This is an optimization exercise on Yosys and OpenROAD, whose aim is small area, a short achievable clock period and few clock cycles per item, not a production implementation. RTL that was checked went through simulation tests only; none was proved equivalent to the original. Power and IR drop assume default switching activity.

## canser_rx
module canser_rx (
    input  wire        clk,
    input  wire        rst,
    input  wire        in_valid,
    input  wire [7:0]  in_data,
    output wire        in_ready,
    output wire        out_valid,
    input  wire        out_ready,
    output wire [28:0] out_id,
    output wire [3:0]  out_dlc,
    output wire [63:0] out_data,
    output wire [31:0] out_ts_ms,
    output wire [63:0] out_ts
);
Size in the first run: ~1400 cells after synthesis, about 400 flip-flops, roughly 210 I/O pins, about 0.019 mm^2 of cells after synthesis.
Settings: LEC_CHECK=0, CAP_MARGIN=20, CORE_MARGIN=2, CORE_UTILIZATION=55, CTS_BUF_LIST=sky130_fd_sc_hd__clkbuf_8, CTS_CLUSTER_DIAMETER=60, CTS_CLUSTER_SIZE=15, SLEW_MARGIN=20; clock period 10.0 ns.
standard.sh (not shown) runs the stock make flow with config.mk's settings and CLKGATE_MAP_FILE= SYNTH_SCRIPT=/design/flow/synth_recipe.tcl, a recipe that flattens the netlist after the stock synthesis.
==> flow/flow/run.sh <==
#!/bin/bash
set -euo pipefail
cd "$(dirname "$0")/.."
bash standard.sh SETUP_SLACK_MARGIN=6.5 'BUFFER_PORTS_ARGS=-buffer_cell sky130_fd_sc_hd__buf_1' finish > standard.log 2>&1
The starting point completed without violations.
Change:
--- a/flow/design.v
+++ b/flow/design.v
@@ -1,24 +1,19 @@
 module ts_dequant (
     input  wire        clk,
     input  wire        load,       
     input  wire        step,       
-    input  wire [3:0]  nstep,      
     input  wire [31:0] k,          
     input  wire [4:0]  lz,         
     output wire [63:0] result      
 );
     reg  [53:0] q;                 
-    reg  [5:0]  d;                 
-    reg  [5:0]  fm_q;              
-    reg         ge_q;              
-    wire [5:0]  f1_q = fm_q + 6'd1;
     reg  [6:0]  r;                 
     reg  [10:0] bexp;
     wire [31:0] kn = k << lz;
     wire        hi = kn[31:25] >= 7'd125;
     wire [10:0] e0 = 11'd1044 - {6'd0, lz};
     wire [10:0] e1 = 11'd1045 - {6'd0, lz};
     wire [6:0] tm;
     wire [127:0] tm_b0 = 128'h1333333333366666666664cccccccccc;
     assign tm[0] = tm_b0[r];
     wire [127:0] tm_b1 = 128'h0f0f0f0f0f0e1e1e1e1e1c3c3c3c3c3c;
@@ -54,49 +49,47 @@
     wire [127:0] fm_b1 = 128'h1c3c3c3c3c387878787878f0f0f0f0f0;
     assign fm[1] = fm_b1[r];
     wire [127:0] fm_b2 = 128'h1fc03fc03fc07f807f807f00ff00ff00;
     assign fm[2] = fm_b2[r];
     wire [127:0] fm_b3 = 128'h1fffc0003fff80007fff8000ffff0000;
     assign fm[3] = fm_b3[r];
     wire [127:0] fm_b4 = 128'h1fffffffc00000007fffffff00000000;
     assign fm[4] = fm_b4[r];
     wire [127:0] fm_b5 = 128'h1fffffffffffffff8000000000000000;
     assign fm[5] = fm_b5[r];
+    wire [5:0] f1;
+    wire [127:0] f1_b0 = 128'h0cccccccccc9999999999b3333333333;
+    assign f1[0] = f1_b0[r];
+    wire [127:0] f1_b1 = 128'h0f0f0f0f0f0e1e1e1e1e1c3c3c3c3c3c;
+    assign f1[1] = f1_b1[r];
+    wire [127:0] f1_b2 = 128'h0ff00ff00ff01fe01fe01fc03fc03fc0;
+    assign f1[2] = f1_b2[r];
+    wire [127:0] f1_b3 = 128'h0ffff0000fffe0001fffe0003fffc000;
+    assign f1[3] = f1_b3[r];
+    wire [127:0] f1_b4 = 128'h0ffffffff00000001fffffffc0000000;
+    assign f1[4] = f1_b4[r];
+    wire [127:0] f1_b5 = 128'h0fffffffffffffffe000000000000000;
+    assign f1[5] = f1_b5[r];
+    wire [5:0] d  = q[53:48];
     wire [7:0] uv = {1'b0, tv} + {2'b00, d};      
     wire [6:0] ut = tm + {1'b0, d};
     wire       ge = uv[7];
     wire [6:0] rn = ge ? uv[6:0] : ut;
-    wire [32:0] z = hi ? {1'b0, kn} : {kn, 1'b0};
-    reg  [5:0]  d_n;
-    always @* begin
-        case (nstep)
-            4'd0:    d_n = z[20:15];
-            4'd1:    d_n = z[14:9];
-            4'd2:    d_n = z[8:3];
-            4'd3:    d_n = {z[2:0], 3'b000};
-            4'd7:    d_n = 6'b111110;
-            default: d_n = 6'b000000;
-        endcase
-    end
-    always @(posedge clk)
-        r <= step ? rn : {1'b0, z[32:27]};
+    wire [5:0] dg = ge ? f1 : fm;
     always @(posedge clk) begin
         if (load) begin
-            d    <= z[26:21];
+            r    <= hi ? {2'b00, kn[31:27]} : {1'b0, kn[31:26]};
+            q    <= hi ? {kn[26:0], 20'd0, 7'd62} : {kn[25:0], 21'd0, 7'd62};
             bexp <= (k == 32'd0) ? 11'd0 : hi ? e1 : e0;
         end else if (step) begin
-            d    <= d_n;
-        end
-        if (step) begin
-            fm_q <= fm;
-            ge_q <= ge;
-            q    <= {q[47:0], ge_q ? f1_q : fm_q};
+            r    <= rn;
+            q    <= {q[47:0], dg};
         end
     end
     assign result = {1'b0, bexp, q[51:0]};
 endmodule
 module canser_rx (
     input  wire        clk,
     input  wire        rst,
     input  wire        in_valid,
     input  wire [7:0]  in_data,
     output wire        in_ready,
@@ -180,21 +173,21 @@
     end
     wire c_load = (cst == C_IDLE) && tsv;
     wire c_step = (cst == C_RUN);
     reg  [1:0] cst_n;
     always @* begin
         cst_n = cst;
         if ((!held && drop1 && !accept) || xfer)
             cst_n = C_IDLE;
         else if (c_load)
             cst_n = C_RUN;
-        else if (c_step && cstep == 4'd9)
+        else if (c_step && cstep == 4'd8)
             cst_n = C_DONE;
     end
     always @(posedge clk) begin
         if (rst) begin
             occ   <= {BUFN{1'b0}};
             skip  <= 5'd0;
             skz   <= 1'b0;
             held  <= 1'b0;
             tsv   <= 1'b0;
             ov_q  <= 1'b0;
@@ -221,21 +214,20 @@
             ts_ms_q <= ts_b;
             lz_q    <= lz_b;
             for (k = 0; k < 8; k = k + 1)
                 data_q[8*k +: 8] <= (k < dlc_b[3:0]) ? rxb[10 + k] : 8'd0;
         end
     end
     ts_dequant u_dequant (
         .clk    (clk),
         .load   (c_load),
         .step   (c_step),
-        .nstep  (cstep),
         .k      (ts_ms_q),
         .lz     (lz_q),
         .result (out_ts)
     );
     assign in_ready  = ir_q;
     assign out_valid = ov_q;
     assign out_id    = id_q;
     assign out_dlc   = dlc_q;
     assign out_data  = data_q;
     assign out_ts_ms = ts_ms_q;
Outcome: Register-to-register slack is worse by 0.19 ns. Global-route usage is higher by 2.0 points. Setup slack is worse by 0.19 ns. Non-clock buffer count is higher by 12. Critical path depth does not change. Via count is higher by 7.8%. Synthesized area is higher by 2.0%. Power is lower by 14%. Sequential share of layout area is lower by 2.4 points. Hold slack is better by 0.0048 ns. Flip-flop and latch count is lower by 11. Synthesized cell count is higher by 7.8%. Clock-buffer cell count is lower by 3. Final cell count is higher by 5.1%.
Testbench counts after the change, summed over its fixed seeds: cycles 32,532, messages 1,995.
For the first run of this note, only the layout was checked, not whether the RTL still works.

==> separate check: timing with driven ports <==
How much do the figures lean on ideal ports? The routed layouts below were timed once more, with nothing changed but the port constraints.
Step 1, drivers: a clkbuf_16 drives clk and a buf_2 each remaining input, both assumed.
Step 2, shift: input delay + t, output delay - t, t = (earliest + latest rising clock arrival at the registers) / 2. This alone moves slack from input paths to output paths.
a / b / c = no drivers / after step 1 / after step 2; a / b = the first two.
| run | t, ns | setup WS [ns] | hold WS [ns] |
|---|---|---|---|
| the first run | 0.608 | 6.480 / 6.480 / 6.321 | 0.443 / 0.443 / 0.443 |
| the second run | 0.646 | 6.291 / 6.291 / 6.291 | 0.448 / 0.448 / 0.448 |
After both steps setup and hold are still met in every run listed. The setup slack of the first run, which loses most, moves by 0.000 ns with the drivers and by -0.159 ns with both steps.
